Source: an optimization exercise on an open RTL-to-GDS flow (aim: small area, a short achievable clock period and few clock cycles per item). Production flows keep margins and buffers that such runs may drop. Where RTL was checked, it was by simulation tests only, not by an equivalence proof against the original. Power figures rest on the tool's default switching activity, not on a simulated workload.

==> module fsk_demod, before the edit <==
module fsk_demod (
    input  wire        clk,
    input  wire        rst,           
    input  wire        start,
    input  wire [17:0] cfg_sr,
    input  wire [21:0] cfg_thresh,
    input  wire [16:0] cfg_nsamp,      
    output reg         busy,
    output reg         done,
    output wire [16:0] bitcount,
    input  wire        s_valid,
    output wire        s_ready,
    input  wire [15:0] s_cur,
    input  wire [15:0] s_del,
    output reg         w_valid,
    input  wire        w_ready,
    output wire [10:0] w_addr,
    output reg  [31:0] w_data
);
    localparam [1:0] LVL_0    = 2'd0,
                     LVL_127  = 2'd1,
                     LVL_254  = 2'd2,
                     LVL_NONE = 2'd3;
    reg         idle;         
    reg         srdy;
    reg  [17:0] sr;
    reg  [20:0] tq;           
    reg  [16:0] nrem;         
    reg         nz;           
    reg  [14:0] wc;           
    reg         iw;           
    reg  [14:0] u75;          
    reg         fwin;         
    reg  [15:0] pa, pb;       
    reg         vI, eI;       
    reg  [39:0] as, ac;       
    reg         eA;           
    reg         nw;           
    reg         gtD, ltD;     
    reg         eD;
    reg  [1:0]  prev_lvl;
    reg  [18:0] w;            
    reg  [14:0] q;            
    reg         em;           
    reg         ebit;
    reg         fin;          
    reg         fl;           
    reg  [10:0] wa;
    reg  [4:0]  wfill;
    assign s_ready  = srdy;
    assign w_addr   = wa;
    assign bitcount = {1'b0, wa, wfill};
    wire fire   = s_valid && srdy;
    wire n1     = (nrem == 17'd1);
    wire n2     = (nrem == 17'd2);
    wire unit1  = (sr[17:3] < 15'd250);
    wire iw_f   = (iw ? unit1 : (wc < 15'd375)) || n2;    
    wire flight = eI || eA || eD || em;
    wire rdy_f  = !n1 && !(iw_f && (iw || flight));
    wire rdy_n  = nz && !(iw && flight);
    wire [39:0] ms, mc;
    fsk_mac u_mac (
        .a(pa), .b(pb),
        .c(nw ? {19'd0, tq} : as), .d(nw ? {40{1'b1}} : ac),
        .s(ms), .t(mc)
    );
    wire [39:0] k2 = {18'd0, tq, 1'b1};                   
    wire [39:0] nk2 = ~k2;
    wire [39:0] lsn = as ^ ac ^ nk2;
    wire [39:0] lcn = {(as[38:0] & ac[38:0]) | (as[38:0] & nk2[38:0]) |
                       (ac[38:0] & nk2[38:0]), 1'b1};
    wire sgn_gt, sgn_lt;
    fsk_sign40 u_sgt (.x(as), .y(ac), .s(sgn_gt));      
    fsk_sign40 u_slt (.x(lsn), .y(lcn), .s(sgn_lt));    
    wire [1:0]  lvl   = gtD ? LVL_254 : ltD ? LVL_0 : LVL_127;
    wire        first = (prev_lvl == LVL_NONE);
    wire        rend  = !first && (lvl != prev_lvl);
    wire        rnew  = rend || first;                     
    wire        pend  = !w[18];                            
    wire [18:0] u300  = {1'b0, u75, 2'b00};
    wire [18:0] win   = rnew ? {2'b00, sr[17:1]} : w;
    wire [18:0] wsub  = (rnew || pend) ? ~{1'b0, sr} : 19'h7ffff;
    wire [18:0] wnext = win + u300 + wsub + 19'd1;
    wire        tie   = !sr[0] && (w == 19'd0) && !q[0];
    wire        kinc  = pend && !tie;                      
    wire take = w_valid && w_ready;
    wire emit = em && (!w_valid || w_ready);
    wire q_up = eD && (rend ? kinc : (pend && !first));
    wire [14:0] q_pm = q + (q_up ? 15'd1 : 15'h7fff);
    always @(posedge clk) begin
        pa  <= s_cur;
        pb  <= fire ? s_del : 16'd0;
        as  <= ms;
        ac  <= mc;
        gtD <= !sgn_gt;
        ltD <= sgn_lt;
        vI  <= fire;
        if (idle) begin
            sr       <= cfg_sr;
            tq       <= cfg_thresh[21:1];
            nrem     <= cfg_nsamp;
            nz       <= (cfg_nsamp != 17'd0);
            wc       <= cfg_sr[17:3];
            iw       <= (cfg_sr[17:3] < 15'd250) || (cfg_nsamp == 17'd1);
            u75      <= 15'd0;
            fwin     <= 1'b1;
            nw       <= 1'b1;
            prev_lvl <= LVL_NONE;
            q        <= 15'd0;
            fin      <= (cfg_nsamp == 17'd0);
            fl       <= 1'b0;
            wa       <= 11'd0;
            wfill    <= 5'd0;
        end else begin
            if (vI) nw <= eI;
            if (fire) begin
                nrem <= nrem - 17'd1;
                nz   <= !n1;
                iw   <= iw_f;
                wc   <= iw ? sr[17:3] : wc - 15'd125;
                if (fwin) begin
                    u75 <= u75 + 15'd75;
                    if (iw) fwin <= 1'b0;
                end
            end
            if (eD) begin
                prev_lvl <= lvl;
                w        <= wnext;
                if (q_up) q <= q_pm;
                if (rend) ebit <= (prev_lvl != LVL_0);
                if (!nz) fin <= 1'b1;
            end
            if (emit) begin
                w_data <= {ebit, w_data[31:1]};
                q      <= q_pm;
                if (!fl) wfill <= wfill + 5'd1;
            end
            if (take && !fl) wa <= wa + 11'd1;
            if (!fl && fin && !em && !w_valid && wfill != 5'd0) begin
                q    <= {10'd0, 5'd0 - wfill};
                ebit <= 1'b0;
                fl   <= 1'b1;
            end
        end
        if (rst) begin
            busy    <= 1'b0;
            idle    <= 1'b1;
            srdy    <= 1'b0;
            done    <= 1'b0;
            w_valid <= 1'b0;
            eI <= 1'b0; eA <= 1'b0; eD <= 1'b0;
            em      <= 1'b0;
        end else begin
            done <= 1'b0;
            eI <= fire && iw;
            eA <= eI;
            eD <= eA;
            if (idle) begin
                srdy <= start && (cfg_nsamp != 17'd0);
                if (start) begin
                    busy <= 1'b1;
                    idle <= 1'b0;
                end
            end else begin
                srdy <= fire ? rdy_f : rdy_n;
                if (eD && rend)
                    em <= (q != 15'd0) || kinc;
                if (emit) begin
                    if (q == 15'd1) em <= 1'b0;
                    if (fl ? (q == 15'd1) : (wfill == 5'd31)) w_valid <= 1'b1;
                end
                if (take && !(emit && (fl ? (q == 15'd1) : (wfill == 5'd31))))
                    w_valid <= 1'b0;
                if (fl) begin
                    if (take) begin
                        done <= 1'b1;
                        busy <= 1'b0;
                        idle <= 1'b1;
                    end
                end else if (fin && !em && !w_valid) begin
                    if (wfill != 5'd0) begin
                        em <= 1'b1;
                    end else begin
                        done <= 1'b1;
                        busy <= 1'b0;
                        idle <= 1'b1;
                    end
                end
            end
        end
    end
endmodule
Settings: LEC_CHECK=0, CAP_MARGIN=50, CORE_MARGIN=2, CORE_UTILIZATION=40, CTS_CLUSTER_DIAMETER=80, CTS_CLUSTER_SIZE=30, SLEW_MARGIN=70, SYNTH_HIERARCHICAL=1; clock period 15.0 ns.
standard.sh (not shown) runs the stock make flow with config.mk's settings and CLKGATE_MAP_FILE= SYNTH_SCRIPT=/design/flow/synth_recipe.tcl, a recipe that flattens the netlist after the stock synthesis.
==> flow/flow/run.sh <==
#!/bin/bash
# The standard layout (standard.sh: ORFS synthesis through finish, unchanged),
# except that the input and output ports are buffered with plain
# sky130_fd_sc_hd__buf_2 cells instead of the default delay buffers.
# The make output of every step goes to standard_flow.log; each ORFS tool
# writes its own full log under orfs/logs/.
set -euo pipefail
export BUFFER_PORTS_ARGS="-buffer_cell sky130_fd_sc_hd__buf_2"
bash standard.sh > standard_flow.log 2>&1
Testbench counts at the start, summed over its fixed seeds: cycles 96,560, samples 95,084.
Rerun with:
--- a/flow/design.v
+++ b/flow/design.v
@@ -22,7 +22,8 @@
                      LVL_254  = 2'd2,
                      LVL_NONE = 2'd3;
     reg         idle;         
-    reg         srdy;
+    reg         srdy;         
+    reg         nrdy;         
     reg  [17:0] sr;
     reg  [20:0] tq;           
     reg  [16:0] nrem;         
@@ -36,7 +37,9 @@
     reg  [39:0] as, ac;       
     reg         eA;           
     reg         nw;           
-    reg         gtD, ltD;     
+    reg  [1:0]  lvlD;         
+    reg         rendD;        
+    reg         rnewD;        
     reg         eD;
     reg  [1:0]  prev_lvl;
     reg  [18:0] w;            
@@ -50,7 +53,7 @@
     assign s_ready  = srdy;
     assign w_addr   = wa;
     assign bitcount = {1'b0, wa, wfill};
-    wire fire   = s_valid && srdy;
+    wire fire   = s_valid && !nrdy;
     wire n1     = (nrem == 17'd1);
     wire n2     = (nrem == 17'd2);
     wire unit1  = (sr[17:3] < 15'd250);
@@ -72,10 +75,10 @@
     wire sgn_gt, sgn_lt;
     fsk_sign40 u_sgt (.x(as), .y(ac), .s(sgn_gt));      
     fsk_sign40 u_slt (.x(lsn), .y(lcn), .s(sgn_lt));    
-    wire [1:0]  lvl   = gtD ? LVL_254 : ltD ? LVL_0 : LVL_127;
+    wire [1:0]  lvl   = !sgn_gt ? LVL_254 : sgn_lt ? LVL_0 : LVL_127;
     wire        first = (prev_lvl == LVL_NONE);
-    wire        rend  = !first && (lvl != prev_lvl);
-    wire        rnew  = rend || first;                     
+    wire        rend  = rendD;
+    wire        rnew  = rnewD;
     wire        pend  = !w[18];                            
     wire [18:0] u300  = {1'b0, u75, 2'b00};
     wire [18:0] win   = rnew ? {2'b00, sr[17:1]} : w;
@@ -92,8 +95,9 @@
         pb  <= fire ? s_del : 16'd0;
         as  <= ms;
         ac  <= mc;
-        gtD <= !sgn_gt;
-        ltD <= sgn_lt;
+        lvlD  <= lvl;
+        rendD <= !first && (lvl != prev_lvl);
+        rnewD <= first || (lvl != prev_lvl);
         vI  <= fire;
         if (idle) begin
             sr       <= cfg_sr;
@@ -124,7 +128,7 @@
                 end
             end
             if (eD) begin
-                prev_lvl <= lvl;
+                prev_lvl <= lvlD;
                 w        <= wnext;
                 if (q_up) q <= q_pm;
                 if (rend) ebit <= (prev_lvl != LVL_0);
@@ -146,6 +150,7 @@
             busy    <= 1'b0;
             idle    <= 1'b1;
             srdy    <= 1'b0;
+            nrdy    <= 1'b1;
             done    <= 1'b0;
             w_valid <= 1'b0;
             eI <= 1'b0; eA <= 1'b0; eD <= 1'b0;
@@ -157,12 +162,14 @@
             eD <= eA;
             if (idle) begin
                 srdy <= start && (cfg_nsamp != 17'd0);
+                nrdy <= !(start && (cfg_nsamp != 17'd0));
                 if (start) begin
                     busy <= 1'b1;
                     idle <= 1'b0;
                 end
             end else begin
                 srdy <= fire ? rdy_f : rdy_n;
+                nrdy <= !(fire ? rdy_f : rdy_n);
                 if (eD && rend)
                     em <= (q != 15'd0) || kinc;
                 if (emit) begin
What happened: The changed run went through all stages and came out clean; wire length rises by a few percent; register-to-register slack improves by 0.74 ns; clock skew rises by 0.012 ns; flip-flop and latch count rises by 3; die area rises slightly; worst setup slack improves by 0.31 ns; hold slack improves by 0.010 ns; cell area rises slightly; total power rises slightly; first-iteration DRC count rises by roughly a tenth.
Testbench counts after the change, summed over its fixed seeds: cycles 96,560, samples 95,084.


## JK
Another version of the RTL of fsk_demod (not shown whole).
Size: ~2500 cells after synthesis, ~160 I/O pins, roughly 0.025 sq mm of cells after synthesis.
==> module fsk_demod, before the edit <==
module fsk_demod (
    input  wire        clk,
    input  wire        rst,           
    input  wire        start,
    input  wire [17:0] cfg_sr,
    input  wire [21:0] cfg_thresh,
    input  wire [16:0] cfg_nsamp,      
    output wire        busy,
    output reg         done,
    output wire [16:0] bitcount,
    input  wire        s_valid,
    output wire        s_ready,
    input  wire [15:0] s_cur,
    input  wire [15:0] s_del,
    output reg         w_valid,
    input  wire        w_ready,
    output wire [10:0] w_addr,
    output reg  [31:0] w_data
);
    localparam [1:0] LVL_0    = 2'd0,
                     LVL_127  = 2'd1,
                     LVL_254  = 2'd2,
                     LVL_NONE = 2'd3;
    reg         busy_r;
    reg         srdy;
    reg  [17:0] sr;
    reg  [20:0] tq;           
    reg  [16:0] nrem;         
    reg         nz;           
    reg  [14:0] wc;           
    reg         iw;           
    reg  [14:0] u75;          
    reg         fwin;         
    reg  [15:0] pa, pb;       
    reg         vI, eI;       
    reg  [39:0] as, ac;       
    reg         eA;           
    reg         nw;           
    reg  [1:0]  lvlD;         
    reg         rendD;        
    reg         eD;
    reg  [1:0]  prev_lvl;
    reg  [18:0] w;            
    reg  [14:0] q;            
    reg         em;           
    reg         ebit;
    reg         fin;          
    reg         fl;           
    reg  [10:0] wa;
    reg  [4:0]  wfill;
    assign busy     = busy_r;
    assign s_ready  = srdy;
    assign w_addr   = wa;
    assign bitcount = {1'b0, wa, wfill};
    wire fire   = s_valid && srdy;
    wire n1     = (nrem == 17'd1);
    wire n2     = (nrem == 17'd2);
    wire unit1  = (sr[17:3] < 15'd250);
    wire iw_f   = (iw ? unit1 : (wc < 15'd375)) || n2;    
    wire flight = eI || eA || eD || em;
    wire rdy_f  = !n1 && !(iw_f && (iw || flight));
    wire rdy_n  = nz && !(iw && flight);
    wire [39:0] ms, mc;
    fsk_mac u_mac (
        .a(pa), .b(pb),
        .c(nw ? ~{19'd0, tq} : as), .d(nw ? 40'd0 : ac),
        .s(ms), .t(mc)
    );
    wire [39:0] sgt = as + ac;
    wire [39:0] slt = as + ac + {18'd0, tq, 1'b1};
    wire gt = !sgt[39];           
    wire lt = slt[39];            
    wire [1:0] lvl = gt ? LVL_254 : lt ? LVL_0 : LVL_127;
    wire rend  = (prev_lvl != LVL_NONE) && (lvl != prev_lvl);
    wire        rnew  = rendD || (prev_lvl == LVL_NONE);   
    wire        pend  = !w[18];                            
    wire [18:0] u300  = {1'b0, u75, 2'b00};
    wire [18:0] win   = rnew ? {2'b00, sr[17:1]} : w;
    wire [18:0] wsub  = (rnew || pend) ? ~{1'b0, sr} : 19'h7ffff;
    wire [18:0] wnext = win + u300 + wsub + 19'd1;
    wire        tie   = !sr[0] && (w == 19'd0) && !q[0];
    wire        kinc  = pend && !tie;                      
    wire take = w_valid && w_ready;
    wire emit = em && (!w_valid || w_ready);
    wire q_up = eD && (rendD ? kinc : (pend && prev_lvl != LVL_NONE));
    wire [14:0] q_pm = q + (q_up ? 15'd1 : 15'h7fff);
    always @(posedge clk) begin
        pa  <= s_cur;
        pb  <= fire ? s_del : 16'd0;
        as  <= ms;
        ac  <= mc;
        lvlD  <= lvl;
        rendD <= rend;
        if (rst) begin
            busy_r  <= 1'b0;
            srdy    <= 1'b0;
            done    <= 1'b0;
            w_valid <= 1'b0;
            vI <= 1'b0; eI <= 1'b0;
            eA <= 1'b0; eD <= 1'b0;
            em  <= 1'b0;
            fin <= 1'b0;
            fl  <= 1'b0;
        end else begin
            done <= 1'b0;
            vI <= fire;
            eI <= fire && iw;
            eA <= eI;
            eD <= eA;
            if (vI) nw <= eI;
            if (!busy_r) begin
                if (start) begin
                    busy_r   <= 1'b1;
                    srdy     <= (cfg_nsamp != 17'd0);
                    sr       <= cfg_sr;
                    tq       <= cfg_thresh[21:1];
                    nrem     <= cfg_nsamp;
                    nz       <= (cfg_nsamp != 17'd0);
                    wc       <= cfg_sr[17:3];
                    iw       <= (cfg_sr[17:3] < 15'd250) || (cfg_nsamp == 17'd1);
                    u75      <= 15'd0;
                    fwin     <= 1'b1;
                    nw       <= 1'b1;
                    prev_lvl <= LVL_NONE;
                    q        <= 15'd0;
                    fin      <= (cfg_nsamp == 17'd0);
                    fl       <= 1'b0;
                    wa       <= 11'd0;
                    wfill    <= 5'd0;
                end
            end else begin
                srdy <= fire ? rdy_f : rdy_n;
                if (fire) begin
                    nrem <= nrem - 17'd1;
                    nz   <= !n1;
                    iw   <= iw_f;
                    wc   <= iw ? sr[17:3] : wc - 15'd125;
                    if (fwin) begin
                        u75 <= u75 + 15'd75;
                        if (iw) fwin <= 1'b0;
                    end
                end
                if (eD) begin
                    prev_lvl <= lvlD;
                    w        <= wnext;
                    if (q_up) q <= q_pm;
                    if (rendD) begin
                        em   <= (q != 15'd0) || kinc;
                        ebit <= (prev_lvl != LVL_0);
                    end
                    if (!nz) fin <= 1'b1;
                end
                if (emit) begin
                    w_data <= {ebit, w_data[31:1]};
                    q      <= q_pm;
                    if (q == 15'd1) em <= 1'b0;
                    if (!fl) begin
                        wfill <= wfill + 5'd1;
                        if (wfill == 5'd31) w_valid <= 1'b1;
                    end else if (q == 15'd1) begin
                        w_valid <= 1'b1;
                    end
                end
                if (take) begin
                    if (!emit || (!fl && wfill != 5'd31)) w_valid <= 1'b0;
                    if (!fl) wa <= wa + 11'd1;
                end
                if (fl) begin
                    if (take) begin
                        done   <= 1'b1;
                        busy_r <= 1'b0;
                    end
                end else if (fin && !em && !w_valid) begin
                    if (wfill != 5'd0) begin
                        q    <= {10'd0, 5'd0 - wfill};
                        ebit <= 1'b0;
                        em   <= 1'b1;
                        fl   <= 1'b1;
                    end else begin
                        done   <= 1'b1;
                        busy_r <= 1'b0;
                    end
                end
            end
        end
    end
endmodule
Settings: LEC_CHECK=0, CAP_MARGIN=20, CORE_MARGIN=2, CORE_UTILIZATION=40, SLEW_MARGIN=20; clock period 15.0 ns.
run.sh (not shown) runs the stock make flow with config.mk's settings and CLKGATE_MAP_FILE= SYNTH_SCRIPT=/design/flow/synth_recipe.tcl, a recipe that flattens the netlist after the stock synthesis.
Stock flow here: none of the scripts above is used.
Testbench counts of JK, summed over its fixed seeds: cycles 96,560, samples 95,084.
Relative to JK, the following input files were edited for MS:
diff --git a/flow/design.v b/flow/design.v
--- a/flow/design.v
+++ b/flow/design.v
@@ -36,11 +36,10 @@
     reg  [39:0] as, ac;       
     reg         eA;           
     reg         nw;           
-    reg  [1:0]  lvlD;         
-    reg         rendD;        
+    reg         gtD, ltD;     
     reg         eD;
     reg  [1:0]  prev_lvl;
-    reg  [18:0] w;            
+    reg  [17:0] r;            
     reg  [14:0] q;            
     reg         em;           
     reg         ebit;
@@ -63,34 +62,32 @@
     wire [39:0] ms, mc;
     fsk_mac u_mac (
         .a(pa), .b(pb),
-        .c(nw ? ~{19'd0, tq} : as), .d(nw ? 40'd0 : ac),
+        .c(nw ? 40'd0 : as), .d(nw ? 40'd0 : ac),
         .s(ms), .t(mc)
     );
-    wire [39:0] sgt = as + ac;
-    wire [39:0] slt = as + ac + {18'd0, tq, 1'b1};
-    wire gt = !sgt[39];           
-    wire lt = slt[39];            
-    wire [1:0] lvl = gt ? LVL_254 : lt ? LVL_0 : LVL_127;
+    wire [39:0] sgt = as + ac + ~{19'd0, tq};    
+    wire [39:0] slt = as + ac + {19'd0, tq};     
+    wire gt = !sgt[39];
+    wire lt = slt[39];
+    wire [1:0] lvl = gtD ? LVL_254 : ltD ? LVL_0 : LVL_127;
     wire rend  = (prev_lvl != LVL_NONE) && (lvl != prev_lvl);
-    wire        rnew  = rendD || (prev_lvl == LVL_NONE);   
-    wire        pend  = !w[18];                            
-    wire [18:0] u300  = {1'b0, u75, 2'b00};
-    wire [18:0] win   = rnew ? {2'b00, sr[17:1]} : w;
-    wire [18:0] wsub  = (rnew || pend) ? ~{1'b0, sr} : 19'h7ffff;
-    wire [18:0] wnext = win + u300 + wsub + 19'd1;
-    wire        tie   = !sr[0] && (w == 19'd0) && !q[0];
-    wire        kinc  = pend && !tie;                      
+    wire [17:0] u300 = {u75, 2'b00};
+    wire [17:0] rin  = rend ? {1'b0, sr[17:1]} : r;
+    wire [18:0] racc = {1'b0, rin} + {1'b0, u300};
+    wire [19:0] rsub = {2'b00, rin} + {2'b00, u300} - {2'b00, sr};
+    wire        rwrap = !rsub[19];
+    wire        tie  = !sr[0] && (r == 18'd0) && q[0];
     wire take = w_valid && w_ready;
     wire emit = em && (!w_valid || w_ready);
-    wire q_up = eD && (rendD ? kinc : (pend && prev_lvl != LVL_NONE));
+    wire q_up = eD && !rend && rwrap;
     wire [14:0] q_pm = q + (q_up ? 15'd1 : 15'h7fff);
     always @(posedge clk) begin
         pa  <= s_cur;
         pb  <= fire ? s_del : 16'd0;
         as  <= ms;
         ac  <= mc;
-        lvlD  <= lvl;
-        rendD <= rend;
+        gtD <= gt;
+        ltD <= lt;
         if (rst) begin
             busy_r  <= 1'b0;
             srdy    <= 1'b0;
@@ -122,6 +119,7 @@
                     fwin     <= 1'b1;
                     nw       <= 1'b1;
                     prev_lvl <= LVL_NONE;
+                    r        <= {1'b0, cfg_sr[17:1]};
                     q        <= 15'd0;
                     fin      <= (cfg_nsamp == 17'd0);
                     fl       <= 1'b0;
@@ -141,12 +139,17 @@
                     end
                 end
                 if (eD) begin
-                    prev_lvl <= lvlD;
-                    w        <= wnext;
-                    if (q_up) q <= q_pm;
-                    if (rendD) begin
-                        em   <= (q != 15'd0) || kinc;
+                    prev_lvl <= lvl;
+                    if (rend) begin
+                        em   <= (q != 15'd0) && !(tie && q == 15'd1);
                         ebit <= (prev_lvl != LVL_0);
+                        if (tie) q <= q_pm;
+                        r    <= racc[17:0];
+                    end else if (rwrap) begin
+                        r <= rsub[17:0];
+                        q <= q_pm;
+                    end else begin
+                        r <= racc[17:0];
                     end
                     if (!nz) fin <= 1'b1;
                 end
Results
- Worst path buffer plus inverter count sits higher in MS than in JK.
- Comparing the two runs side by side, MS comes out behind JK on global-route wire length before repair.
- Diff JK -> MS: count of unique library cells instantiated by Yosys went down 15, peak per-stage delay on the critical path now smaller, growth of design area from synthesis to finish now larger, routed wire length per instance went down by about 3%.
- Sort MS and JK by fmax, ascending, and MS comes first.
- Die area: MS vs JK up 0.0016 sq mm
- Taking JK as the reference, in MS hold slack neither gained nor lost much, post-synthesis sequential area ratio lost 0.98 points, post-layout total power lost 7.8%, final clock period utilization by the worst path picked up an extra 12 points.
- There was hardly any difference in starting utilization of the core area between MS and JK.
No functional check of the RTL was part of MS.

-- separate check: timing with driven ports --
Ports are ideal in the flow. The routed layouts listed here were re-timed in OpenROAD.
Step 1 sets driving cells, clkbuf_16 on the clock port and buf_2 on the other inputs (assumed; they add their load-dependent delay and slew).
Step 2 adds t to the input delays and takes it off the output delays; t is the mean of the earliest and latest rising clock arrival at the registers after step 1. Input paths then give back, and output paths get back, about the clock's delay inside the block.
Three values: ideal ports, drivers, drivers and shift; two values: the first two.
run	t, ns	setup slack, ns	hold WS [ns]
the first run of note 1	0.621	10.411 / 10.411 / 10.367	0.442 / 0.442 / 0.442
the second run of note 1	0.627	10.726 / 10.662 / 10.267	0.452 / 0.452 / 0.452
JK	0.643	9.333 / 9.333 / 9.193	0.447 / 0.447 / 0.447
MS	0.619	7.575 / 7.575 / 7.575	0.449 / 0.449 / 0.449
After both steps setup and hold are still met in every run listed. For the second run of note 1, which loses most, drivers alone change the setup slack by -0.064 ns; drivers and shift together by -0.459 ns.
